Background: an optimization exercise with open tools, aiming at small area, a short achievable clock period and few clock cycles per item. Do not read the settings as production practice. The RTL was checked by simulation tests, not by an equivalence proof against the original design. Power is estimated from default activity; no workload was simulated.

File: config.mk
export PLATFORM = sky130hd
export DESIGN_NAME = nxm_mod
export DESIGN_NICKNAME = nxm_mod
export VERILOG_FILES = /design/flow/design.v
export SDC_FILE = /design/flow/constraint.sdc
export NUM_CORES = 4
export LEC_CHECK = 0
export ABC_AREA = 1
export CAP_MARGIN = 20
export CORE_MARGIN = 2
export CORE_UTILIZATION = 55
export SLEW_MARGIN = 20
export TNS_END_PERCENT = 100
File: constraint.sdc
create_clock -name core_clock -period 10.0 [get_ports {clk}]
set_input_delay 2.0000 -clock core_clock [delete_from_list [all_inputs] [get_ports {clk}]]
set_output_delay 2.0000 -clock core_clock [all_outputs]
set_load 0.01 [all_outputs]
File: design.v
module nxm_mulmod (
    input  wire [64:0] s,
    input  wire [64:0] c,
    input  wire [64:0] a,
    input  wire [2:0]  w0,
    input  wire [2:0]  w1,
    input  wire [2:0]  w2,
    input  wire [3:0]  q,        
    input  wire        qpos,     
    input  wire [11:0] pu,       
    input  wire [11:0] pv,
    input  wire [63:0] m,
    input  wire [65:0] m3,
    input  wire [9:0]  h2,       
    input  wire [9:0]  h3,       
    output wire [64:0] s_n,
    output wire [64:0] c_n,
    output wire [3:0]  q_n,      
    output wire        qpos_n,
    output wire [11:0] pu_n,
    output wire [11:0] pv_n
);
    function sign12;
        input [11:0] x;
        input [11:0] y;
        reg   [10:0] g, p;
        integer st, i;
        begin
            g = x[10:0] & y[10:0];
            p = x[10:0] ^ y[10:0];
            for (st = 1; st < 11; st = st * 2)
                for (i = 10; i >= st; i = i - 1) begin
                    g[i] = g[i] | (p[i] & g[i - st]);
                    p[i] = p[i] & p[i - st];
                end
            sign12 = x[11] ^ y[11] ^ g[10];
        end
    endfunction
    wire one0 = w0[1] ^ w0[0];
    wire two0 = (w0[2] & ~w0[1] & ~w0[0]) | (~w0[2] & w0[1] & w0[0]);
    wire neg0 = w0[2];
    wire one1 = w1[1] ^ w1[0];
    wire two1 = (w1[2] & ~w1[1] & ~w1[0]) | (~w1[2] & w1[1] & w1[0]);
    wire neg1 = w1[2];
    wire one2 = w2[1] ^ w2[0];
    wire two2 = (w2[2] & ~w2[1] & ~w2[0]) | (~w2[2] & w2[1] & w2[0]);
    wire neg2 = w2[2];
    wire [65:0] ae  = {a[64], a};
    wire [65:0] xa  = ({66{one0}} & ae) | ({66{two0}} & {ae[64:0], 1'b0});
    wire [65:0] da  = xa ^ {66{neg0}};
    wire [65:0] mm1 = {2'b00, m};
    wire [65:0] mm2 = {1'b0, m, 1'b0};
    wire [65:0] mm4 = {m, 2'b00};
    wire [65:0] ym  = ({66{q[0]}} & mm1) | ({66{q[1]}} & mm2) |
                      ({66{q[2]}} & m3)  | ({66{q[3]}} & mm4);
    wire [64:0] qm  = ym[64:0] ^ {65{qpos}};
    wire [64:0] s4 = {s[62:0], 1'b0, neg0};
    wire [64:0] c4 = {c[62:0], 1'b0, qpos};
    wire [64:0] x1 = s4 ^ c4 ^ da[64:0];
    wire [64:0] y1 = (s4 & c4) | (s4 & da[64:0]) | (c4 & da[64:0]);
    wire [64:0] y1s = {y1[63:0], 1'b0};
    assign s_n = x1 ^ y1s ^ qm;
    wire [64:0] y2 = (x1 & y1s) | (x1 & qm) | (y1s & qm);
    assign c_n = {y2[63:0], 1'b0};
    wire [11:0] xa1 = ({12{one1}} & ae[65:54]) | ({12{two1}} & ae[64:53]);
    wire [11:0] xa2 = ({12{one2}} & {{3{ae[65]}}, ae[65:57]}) | ({12{two2}} & {{2{ae[65]}}, ae[65:56]});
    wire [11:0] f_s = s[62:51];
    wire [11:0] f_c = c[62:51];
    wire [11:0] f_q = ym[64:53] ^ {12{qpos}};
    wire [11:0] f_0 = da[64:53];
    wire [11:0] f_1 = {xa1[11], xa1[11:1]} ^ {12{neg1}};
    wire [11:0] f_2 = xa2 ^ {12{neg2}};
    wire [11:0] a1 = f_s ^ f_c ^ f_q;
    wire [11:0] b1 = {((f_s & f_c) | (f_s & f_q) | (f_c & f_q)), 1'b1};
    wire [11:0] a2 = f_0 ^ f_1 ^ f_2;
    wire [11:0] b2 = {((f_0 & f_1) | (f_0 & f_2) | (f_1 & f_2)), 1'b1};
    wire [11:0] a3 = a1 ^ b1 ^ a2;
    wire [11:0] b3 = {((a1 & b1) | (a1 & a2) | (b1 & a2)), 1'b1};
    assign pu_n = a3 ^ b3 ^ b2;
    assign pv_n = {((a3 & b3) | (a3 & b2) | (b3 & b2)), 1'b0};
    wire [11:0] g_q = ym[66-1:55] ^ {12{qpos}};
    wire [11:0] eu = pu ^ pv ^ g_q;
    wire [11:0] ev = {((pu & pv) | (pu & g_q) | (pv & g_q)), 1'b0};
    wire [11:0] h0e = {6'd0, m[63:58]};
    wire [11:0] h1e = {4'd0, m3[65:58]};
    wire [11:0] h2e = {2'd0, h2};
    wire [11:0] h3e = {2'd0, h3};
    wire sp0 = sign12(eu ^ ev ^ ~h0e, {((eu & ev) | (eu & ~h0e) | (ev & ~h0e)), 1'b1});
    wire sn0 = sign12(eu ^ ev ^ h0e, {((eu & ev) | (eu & h0e) | (ev & h0e)), 1'b0});
    wire sp1 = sign12(eu ^ ev ^ ~h1e, {((eu & ev) | (eu & ~h1e) | (ev & ~h1e)), 1'b1});
    wire sn1 = sign12(eu ^ ev ^ h1e, {((eu & ev) | (eu & h1e) | (ev & h1e)), 1'b0});
    wire sp2 = sign12(eu ^ ev ^ ~h2e, {((eu & ev) | (eu & ~h2e) | (ev & ~h2e)), 1'b1});
    wire sn2 = sign12(eu ^ ev ^ h2e, {((eu & ev) | (eu & h2e) | (ev & h2e)), 1'b0});
    wire sp3 = sign12(eu ^ ev ^ ~h3e, {((eu & ev) | (eu & ~h3e) | (ev & ~h3e)), 1'b1});
    wire sn3 = sign12(eu ^ ev ^ h3e, {((eu & ev) | (eu & h3e) | (ev & h3e)), 1'b0});
    wire p1 = ~sp0;
    wire p2 = ~sp1;
    wire p3 = ~sp2;
    wire p4 = ~sp3;
    wire n1 = sn0;
    wire n2 = sn1;
    wire n3 = sn2;
    wire n4 = sn3;
    assign q_n[0] = (p1 & ~p2) | (n1 & ~n2);
    assign q_n[1] = (p2 & ~p3) | (n2 & ~n3);
    assign q_n[2] = (p3 & ~p4) | (n3 & ~n4);
    assign q_n[3] = p4 | n4;
    assign qpos_n = p1;
endmodule
module nxm_add65 (
    input  wire [64:0] a,
    input  wire [64:0] b,
    output wire [64:0] y,
    output wire        co
);
    reg [64:0] g, p;
    integer st, i;
    always @* begin
        g = a & b;
        p = a ^ b;
        for (st = 2; st <= 64; st = st * 2)
            for (i = st - 1; i < 65; i = i + st) begin
                g[i] = g[i] | (p[i] & g[i - st / 2]);
                p[i] = p[i] & p[i - st / 2];
            end
        for (st = 64; st >= 2; st = st / 2)
            for (i = st + st / 2 - 1; i < 65; i = i + st)
                g[i] = g[i] | (p[i] & g[i - st / 2]);
    end
    assign y  = (a ^ b) ^ {g[63:0], 1'b0};
    assign co = g[64];
endmodule
module nxm_mod (
    input  wire        clk,
    input  wire        rst,
    input  wire        start,
    input  wire [15:0] cmd,
    input  wire [63:0] opa,
    input  wire [63:0] opb,
    input  wire [63:0] opm,
    output wire        busy,
    output reg         done,
    output wire [63:0] res,
    output reg         err,
    output reg  [15:0] err_code
);
    localparam [7:0] OPC_MODMUL  = 8'h02;
    localparam [7:0] OPC_MODEXP  = 8'h03;
    localparam [7:0] OPC_ISPRIME = 8'h04;
    localparam [63:0] T_MR = 64'd4759123141;
    localparam [3:0] S_IDLE  = 4'd0,
                     S_CHECK = 4'd1,
                     S_NORM  = 4'd2,
                     S_M3    = 4'd3,
                     S_ESKIP = 4'd4,
                     S_WSTRT = 4'd5,
                     S_WSKIP = 4'd6,
                     S_MUL   = 4'd7,
                     S_CPA   = 4'd8,
                     S_CAN1  = 4'd9,
                     S_CAN2  = 4'd10,
                     S_CHK   = 4'd11,
                     S_SHR   = 4'd12;
    localparam [2:0] OP_ENTRY = 3'd0,    
                     OP_MM2   = 3'd1,    
                     OP_SQ    = 3'd2,    
                     OP_MULB  = 3'd3,    
                     OP_TSQ   = 3'd4;    
    reg [3:0]  state;
    reg [2:0]  op;
    reg        busy_r;
    reg        c_bad;        
    reg        c_rsv;        
    reg        c_pr;         
    reg        c_exp;        
    reg        u;            
    reg        big;          
    reg        first_chk;    
    reg        asel;         
    reg [63:0] mreg;         
    reg [65:0] m3;           
    reg [9:0]  h2, h3;       
    reg [63:0] e;            
    reg [67:0] bsh;          
    reg [3:0]  q;            
    reg        qpos;
    reg [11:0] pu, pv;       
    reg [64:0] acc;
    reg [64:0] base;         
    reg [64:0] s, c;
    reg [4:0]  kh;           
    reg [6:0]  j;            
    reg [5:0]  dcnt;
    reg [3:0]  widx;
    assign busy = busy_r;
    assign res  = acc[63:0];
    wire [64:0] mula = asel ? base : acc;
    wire [64:0] s_n, c_n;
    wire [3:0]  q_n;
    wire        qpos_n;
    wire [11:0] pu_n, pv_n;
    nxm_mulmod u_step (
        .s(s), .c(c), .a(mula), .w0(bsh[67:65]), .w1(bsh[65:63]), .w2(bsh[63:61]),
        .q(q), .qpos(qpos), .pu(pu), .pv(pv), .m(mreg), .m3(m3), .h2(h2), .h3(h3),
        .s_n(s_n), .c_n(c_n), .q_n(q_n), .qpos_n(qpos_n), .pu_n(pu_n), .pv_n(pv_n)
    );
    wire [12:0] t5 = {4'd0, mreg[63:55]} + {2'd0, mreg[63:55], 2'b00};
    wire [12:0] t7 = {1'b0, mreg[63:55], 3'b000} - {4'd0, mreg[63:55]};
    wire [64:0] sum;
    wire        sum_co;
    nxm_add65 u_cpa (.a(s), .b(c), .y(sum), .co(sum_co));
    function [10:0] witness;
        input       w12;
        input [3:0] idx;
        begin
            if (!w12) begin
                case (idx)
                    4'd0:    witness = {3'd3, 8'h20};    
                    4'd1:    witness = {3'd4, 8'h1c};    
                    default: witness = {3'd5, 8'h3d};    
                endcase
            end else begin
                case (idx)
                    4'd0:    witness = {3'd3, 8'h20};    
                    4'd1:    witness = {3'd3, 8'h30};    
                    4'd2:    witness = {3'd3, 8'h50};    
                    4'd3:    witness = {3'd4, 8'h1c};    
                    4'd4:    witness = {3'd4, 8'h2c};    
                    4'd5:    witness = {3'd4, 8'h34};    
                    4'd6:    witness = {3'd4, 8'h44};    
                    4'd7:    witness = {3'd4, 8'h4c};    
                    4'd8:    witness = {3'd4, 8'h5c};    
                    4'd9:    witness = {3'd5, 8'h1d};    
                    4'd10:   witness = {3'd5, 8'h1f};    
                    default: witness = {3'd5, 8'h25};    
                endcase
            end
        end
    endfunction
    wire [10:0] cur_w     = witness(big, widx);
    wire [3:0]  last_widx = big ? 4'd11 : 4'd2;
    wire [5:0]  ndom      = 6'd34 - {1'b0, kh};        
    wire [63:0] xa       = bsh[63:0];
    wire        n_le1    = (xa[63:1] == 63'd0);
    wire        n_is2    = (xa == 64'd2);
    wire        n_isw    = (xa == 64'd7) || (xa == 64'd61);
    wire        m_zero   = (mreg == 64'd0);
    wire        m_one    = (mreg == 64'd1);
    wire        e_zero   = (e == 64'd0);
    wire [64:0] xu       = acc ^ base;
    wire        is_one   = (xu == 65'd0);
    wire        is_mone  = (xu == {1'b0, mreg});
    wire        tail_ok  = (j > {1'b0, kh, 1'b0});
    wire        last_bit = c_pr ? (e[62:0] == 63'd0) : (j == 7'd0);
    always @(posedge clk) begin
        s    <= 65'd0;
        c    <= 65'd0;
        q    <= 4'd0;
        qpos <= 1'b0;
        pu   <= 12'd0;
        pv   <= 12'd0;
        done <= 1'b0;
        begin
            case (state)
                S_IDLE: begin
                    c_bad <= (cmd[7:0] != OPC_MODMUL) && (cmd[7:0] != OPC_MODEXP) && (cmd[7:0] != OPC_ISPRIME);
                    c_rsv <= (cmd[15:9] != 7'd0);
                    c_pr  <= (cmd[7:0] == OPC_ISPRIME);
                    c_exp <= (cmd[7:0] == OPC_MODEXP);
                    u     <= cmd[8];
                    bsh   <= {{4{opa[63]}}, opa};
                    e     <= opb;
                    mreg  <= opm;
                    if (start) begin
                        busy_r <= 1'b1;
                        state  <= S_CHECK;
                    end
                end
                S_CHECK: begin
                    kh        <= 5'd0;
                    base      <= 65'd1;
                    j         <= 7'd63;
                    widx      <= 4'd0;
                    first_chk <= 1'b1;
                    big       <= (xa >= T_MR);
                    if (!u) bsh[67:64] <= {4{xa[63]}};
                    else    bsh[67:64] <= 4'b0000;
                    if (c_bad) begin
                        done     <= 1'b1;
                        err      <= 1'b1;
                        err_code <= 16'h0103;
                        busy_r   <= 1'b0;
                        state    <= S_IDLE;
                    end else if (c_rsv) begin
                        done     <= 1'b1;
                        err      <= 1'b1;
                        err_code <= 16'h0203;
                        busy_r   <= 1'b0;
                        state    <= S_IDLE;
                    end else if (c_pr) begin
                        err      <= 1'b0;
                        err_code <= 16'd0;
                        if ((!u && xa[63]) || n_le1 || (!xa[0] && !n_is2)) begin
                            done   <= 1'b1;
                            acc    <= 65'd0;
                            busy_r <= 1'b0;
                            state  <= S_IDLE;
                        end else if (n_is2 || n_isw) begin
                            done   <= 1'b1;
                            acc    <= 65'd1;
                            busy_r <= 1'b0;
                            state  <= S_IDLE;
                        end else begin
                            mreg  <= xa;
                            state <= S_NORM;
                        end
                    end else if (m_zero) begin
                        done     <= 1'b1;
                        err      <= 1'b1;
                        err_code <= 16'h0101;
                        busy_r   <= 1'b0;
                        state    <= S_IDLE;
                    end else if (!u && mreg[63]) begin
                        done     <= 1'b1;
                        err      <= 1'b1;
                        err_code <= 16'h0202;
                        busy_r   <= 1'b0;
                        state    <= S_IDLE;
                    end else if (!u && e[63]) begin
                        done     <= 1'b1;
                        err      <= 1'b1;
                        err_code <= 16'h0102;
                        busy_r   <= 1'b0;
                        state    <= S_IDLE;
                    end else begin
                        err      <= 1'b0;
                        err_code <= 16'd0;
                        if (m_one) begin
                            done   <= 1'b1;
                            acc    <= 65'd0;
                            busy_r <= 1'b0;
                            state  <= S_IDLE;
                        end else if (c_exp && e_zero) begin
                            done   <= 1'b1;
                            acc    <= 65'd1;
                            busy_r <= 1'b0;
                            state  <= S_IDLE;
                        end else begin
                            state <= S_NORM;
                        end
                    end
                end
                S_NORM: begin
                    if (mreg[63:62] == 2'b00) begin
                        mreg <= {mreg[61:0], 2'b00};
                        base <= {base[62:0], 2'b00};
                        kh   <= kh + 5'd1;
                    end else begin
                        s     <= {1'b0, mreg};
                        c     <= {mreg, 1'b0};
                        state <= S_M3;
                    end
                end
                S_M3: begin
                    m3 <= {sum_co, sum};
                    h2 <= t5[12:3];
                    h3 <= t7[12:3];
                    if (c_pr) begin
                        state <= S_WSTRT;
                    end else if (c_exp) begin
                        state <= S_ESKIP;
                    end else begin
                        op    <= OP_ENTRY;
                        asel  <= 1'b1;
                        dcnt  <= 6'd34;
                        state <= S_MUL;
                    end
                end
                S_ESKIP: begin
                    if (!e[63]) begin
                        e <= {e[62:0], 1'b0};
                        j <= j - 7'd1;
                    end else begin
                        op    <= OP_ENTRY;
                        asel  <= 1'b1;
                        dcnt  <= 6'd34;
                        state <= S_MUL;
                    end
                end
                S_WSTRT: begin
                    e         <= mreg ^ base[63:0];
                    j         <= 7'd63;
                    first_chk <= 1'b1;
                    bsh       <= {2'b00, cur_w[7:0], 58'd0};
                    state     <= S_WSKIP;
                end
                S_WSKIP: begin
                    if (!e[63]) begin
                        e <= {e[62:0], 1'b0};
                        j <= j - 7'd1;
                    end else begin
                        op    <= OP_ENTRY;
                        asel  <= 1'b1;
                        dcnt  <= {3'd0, cur_w[10:8]};
                        state <= S_MUL;
                    end
                end
                S_MUL: begin
                    s    <= s_n;
                    c    <= c_n;
                    q    <= q_n;
                    qpos <= qpos_n;
                    pu   <= pu_n;
                    pv   <= pv_n;
                    bsh  <= {bsh[65:0], 2'b00};
                    dcnt <= dcnt - 6'd1;
                    if (dcnt == 6'd1) state <= S_CPA;
                end
                S_CPA: begin
                    acc <= sum;
                    if (op == OP_ENTRY && !c_pr && !c_exp) begin
                        op    <= OP_MM2;
                        asel  <= 1'b0;
                        bsh   <= {4'b0000, e};
                        dcnt  <= 6'd34;
                        state <= S_MUL;
                    end else if (op == OP_MM2 || op == OP_TSQ) begin
                        state <= S_CAN1;
                    end else if (op == OP_SQ && e[63]) begin
                        op <= OP_MULB;
                        if (c_pr) begin
                            asel <= 1'b0;
                            bsh  <= {2'b00, cur_w[7:0], 58'd0};
                            dcnt <= {3'd0, cur_w[10:8]};
                        end else begin
                            asel <= 1'b1;
                            bsh  <= {{3{sum[64]}}, sum};
                            dcnt <= ndom;
                        end
                        state <= S_MUL;
                    end else begin
                        if (op == OP_ENTRY && c_exp) base <= sum;
                        e <= {e[62:0], 1'b0};
                        j <= j - 7'd1;
                        if (last_bit) begin
                            state <= S_CAN1;
                        end else begin
                            op    <= OP_SQ;
                            asel  <= 1'b0;
                            bsh   <= {{3{sum[64]}}, sum};
                            dcnt  <= ndom;
                            state <= S_MUL;
                        end
                    end
                end
                S_CAN1: begin
                    s     <= acc;
                    c     <= acc[64] ? {1'b0, mreg} : 65'd0;
                    state <= S_CAN2;
                end
                S_CAN2: begin
                    acc <= sum;
                    bsh  <= {{3{sum[64]}}, sum};
                    dcnt <= ndom;
                    asel <= 1'b0;
                    op   <= OP_TSQ;
                    state <= c_pr ? S_CHK : S_SHR;
                end
                S_CHK: begin
                    first_chk <= 1'b0;
                    if ((first_chk && is_one) || is_mone) begin
                        if (widx == last_widx) begin
                            done   <= 1'b1;
                            acc    <= 65'd1;
                            busy_r <= 1'b0;
                            state  <= S_IDLE;
                        end else begin
                            widx  <= widx + 4'd1;
                            state <= S_WSTRT;
                        end
                    end else if (tail_ok) begin
                        j     <= j - 7'd1;
                        state <= S_MUL;
                    end else begin
                        done   <= 1'b1;
                        acc    <= 65'd0;
                        busy_r <= 1'b0;
                        state  <= S_IDLE;
                    end
                end
                S_SHR: begin
                    if (kh != 5'd0) begin
                        acc <= {2'b00, acc[64:2]};
                        kh  <= kh - 5'd1;
                    end else begin
                        done   <= 1'b1;
                        busy_r <= 1'b0;
                        state  <= S_IDLE;
                    end
                end
                default: begin
                    busy_r <= 1'b0;
                    state  <= S_IDLE;
                end
            endcase
        end
        if (rst) begin
            state  <= S_IDLE;
            busy_r <= 1'b0;
            done   <= 1'b0;
        end
    end
endmodule
File: flow/run.sh
#!/bin/bash
set -euo pipefail
bash standard.sh SETUP_SLACK_MARGIN=6 finish > standard_flow.log 2>&1
File: standard.sh
#!/bin/bash
# synth_recipe.tcl (not shown) runs the flow's synth.tcl, then flattens the netlist and writes it again
# the make line also repeats each setting of config.mk as NAME=value (left out here)
make -C /OpenROAD-flow-scripts/flow DESIGN_CONFIG=/design/flow/config.mk WORK_HOME=/design/flow/orfs CLKGATE_MAP_FILE= SYNTH_SCRIPT=/design/flow/synth_recipe.tcl "${@:-finish}"
==> run summary <==
==> final cells by class <==
cell class	count	area [um2]	area share, %
Antenna cell	1	2.50	0.00463
Inverter	894	3440	6.36
Clock inverter	28	303	0.560
Sequential cell	622	17000	31.4
Multi-Input combinational cell	3522	25500	47.2
Clock buffer	103	2060	3.82
Timing Repair Buffer	444	4420	8.18
Tap cell	1080	1350	2.50
==> flip-flops by register name (all words and copies together), names as in the netlist, 64 cells and up, named ones only <==
| name | count |
|---|---|
| acc | 65 |
| m3 | 66 |
| c | 65 |
| e | 64 |
| s | 65 |
| bsh | 68 |
| base | 65 |
| mreg | 64 |
==> placed cells by master (no fill, tap or decap), drive strengths merged, types with 3 or more instances in the layout <==
cell and count:
a21o 22, nor4 11, conb 12, buf 155, o22ai 215, xor2 207
inv 880, clkbuf 106, o221ai 202, or2 5, edfxtp 449, a22oi 28
clkinvlp 8, nand4 76, ha 188, a21oi 96, o2111ai 5, a221oi 69
nand3 321, fa 269, a41oi 31, a22o 52, o211ai 68, o21a 4
xnor2 56, clkinv 28, bufinv 6, a211oi 3, o31ai 8, nor2 348
bufbuf 5, dfxtp 173, nand2 990, o21ai 133, a31oi 50, a31o 4
clkdlybuf4s50 281, nor3 34
==> timing repair <==
item | 4_1_cts | 5_1_grt
pin swaps | 23 | 60
cloned | 5 | 3
endpoints found under the hold margin | 0 | 0
gates resized for setup | 82 | 130
setup endpoints to repair | 171 | 166
setup buffers | 46 | 64
==> routing by layer <==
| metal | GRT usage (%) | wire, um |
|---|---|---|
| met1 | 56.2 | 69800 |
| met2 | 61.8 | 78500 |
| met5 | 0 | 71 |
| met3 | 13.2 | 27600 |
| met4 | 23.4 | 12900 |
==> how the worst max path moves through the flow <==
stage	to	slack, ps	startpoint
detailed placement	q[0]	4810	qpos
global route	q[1]	5930	mreg[59]
floorplan	acc[0]	5880	mreg[58]
global placement	q[0]	4890	qpos
CTS	q[0]	5850	q[1]
finish	acc[51]	6030	mreg[40]
==> where the power goes <==
part	leakage [nW]	internal [mW]	switching (mW)	total (mW)
clock	1.16	1.59	1.16	2.76
sequential	5.80	2.90	0.143	3.05
combinational	15.5	0.480	0.921	1.40
==> cell families after synthesis <==
| kind of cell | after synthesis | share of synthesized area [%] |
|---|---|---|
| AOI/OAI and AO/OA | 1001 | 15.3 |
| xor gates and xnor gates | 263 | 4.98 |
| adders and majority gates | 457 | 16.7 |
| buffers and inverters | 1200 | 10.4 |
| DFF | 622 | 36.5 |
| other | 1 | 0.00808 |
| and+or+nand+nor | 1789 | 16.2 |
==> critical path, cell delays in order, from the launching register on <==
cell and delay (ps):
edfxtp_1 480, inv_1 240, nand2_1 120, nand2_1 90, nor2_1 460, nand2_1 150
nor2_1 210, nand2_1 110, nor2_2 120, nand2_1 60, nand2_1 230, nand2_1 130
nand3_2 180, nand2_2 90, nor4_4 240, buf_8 590
==> impl_metrics.ini <==
[status]
status = timing/DRC/antenna clean

[finish]
area_delta_synth_final_pct = 16.4
layout.nets = 6225
drive_above_1_share_pct = 9.26
layout.cells.non_filler = 6694
n_fill_cell = 7090
final_util_pct = 64.7
design_area_um2 = 54000

[critical_path]
startpoint_type = flop
r2r_end = acc[51]
critPathArrivalTime_ps = 4220
crit_path_end_kind = flop
path_class = flop to flop
cp_max_fo = 56
worstRegToRegCells = 15
cp.required_ps = 10250
reg2reg_slack_ps = 6030
r2r-start = mreg[40]

[synth]
ys_top_cells_by_count = 980 x nand2_1, 834 x inv_1, 449 x edfxtp_1
yosysMostFrequentCell = nand2_1
seq_area_frac_synth_pct = 36.5
synth_edf_count = 449
synth_area_leader_cell = edfxtp_1
synth_seq_cells = 622
synthArstFlopShare_pct = 0
synthFlopType = edfxtp_1
synthCells = 5333
synth_area_um2 = 46400
synth_top_area_share_pct = 29.0
synth.distinct_cells = 61
avgSynthCellArea_um2 = 8.71
synth_warnings = 3
synth_area_leaders = edfxtp_1 29%, fa_1 12%, nand2_1 7.9%

[timing]
worstMarginPinSlew_ps = 1170
min_period_ps = 3970
holdWs_ps = 513
rsz0062_at_grt = yes
setup_violations = 0
fin_crit_sh_pct = 39.7
finClkSkew_ps = 30.4
finalSetupTns_ps = 0
slew_headroom_pct = 21.7
max_freq_mhz = 252
finalMaxSlewViolations = 0
hold_viol = 0
setup_slack_ps = 6030

[worst_hold_path]
whs_path_depth = 4
hold_end = busy_r
holdCritPathClass = flop to flop
hold_path.startpoint = busy_r

[routing]
drc = 0
dr.pass1.iters = 8
drt_iter0_drc = 5803
vias = 43400
ant_nets = 0
drt_wl_total_um = 189000
vias_per_cell = 6.49
post_drt_wl_per_cell_um = 28.2

[pwr]
p_leak_nw = 22.4
ir_worst_vdd_mv = 0.144
power_density_nw_per_um2 = 133
total_power_mw = 7.21

[cts]
clock-sinks = 622
cts_buffers = 73
clock_latency_ps = 640
htreeDepth = 3
cts.path.max_buffers = 3
cts_tree = built
clk_pin_slew_ps = 60
cts_root_buffer = clkbuf_16
cts_hold_buf = 0

[placed_design]
place_area_um2 = 49700
dp.final_hpwl_um = 133000
place.gp.congestion = 0.987
io_buffer_count = 281
post-place-ws_ps = 4810
dp_cells = 6443

[global_route]
grt_start_max_net_pins = 94
grt_pass1_vias = 41600
grt_pass1_wl_um = 271000
grt_overflow_total = 0
grtUsageTotal_pct = 42.4
antenna_found_initial = 7

[floorplanning]
io_pins = 294
chipWidth_um = 295
coreArea_um2 = 83600
num_rows = 106
die-area_um2 = 86800
start_util_pct = 55.6
die-height_um = 295

[flow_run]
drv_cap = 0
Testbench counts, summed over its fixed seeds: cycles 576,149, items 128.

==> port drivers added, routing unchanged <==
The results above use ideal ports. As a check the final layout listed here was re-extracted and re-timed, cells and wires unchanged. Step 1, drivers: a clkbuf_16 drives clk and a buf_2 each remaining input, both assumed. Step 2 moves the port delays by t, midway between the first and last clock arrival at a register: inputs arrive t later, outputs are due t later. That takes back most of the time a late clock gives input paths. Slacks: ideal ports / drivers / drivers and shift; pairs: ideal ports / drivers.
t, ns: 0.702
slack for setup (ns): 6.032 / 6.032 / 6.032
worst hold slack (ns): 0.513 / 0.513 / 0.513
worst setup path after step 2: register to register
worst slew at a driven data input, ns: 0.11
After both steps this run still meets setup and hold. For this run, drivers alone change the setup slack by 0.000 ns; drivers and shift together by 0.000 ns.
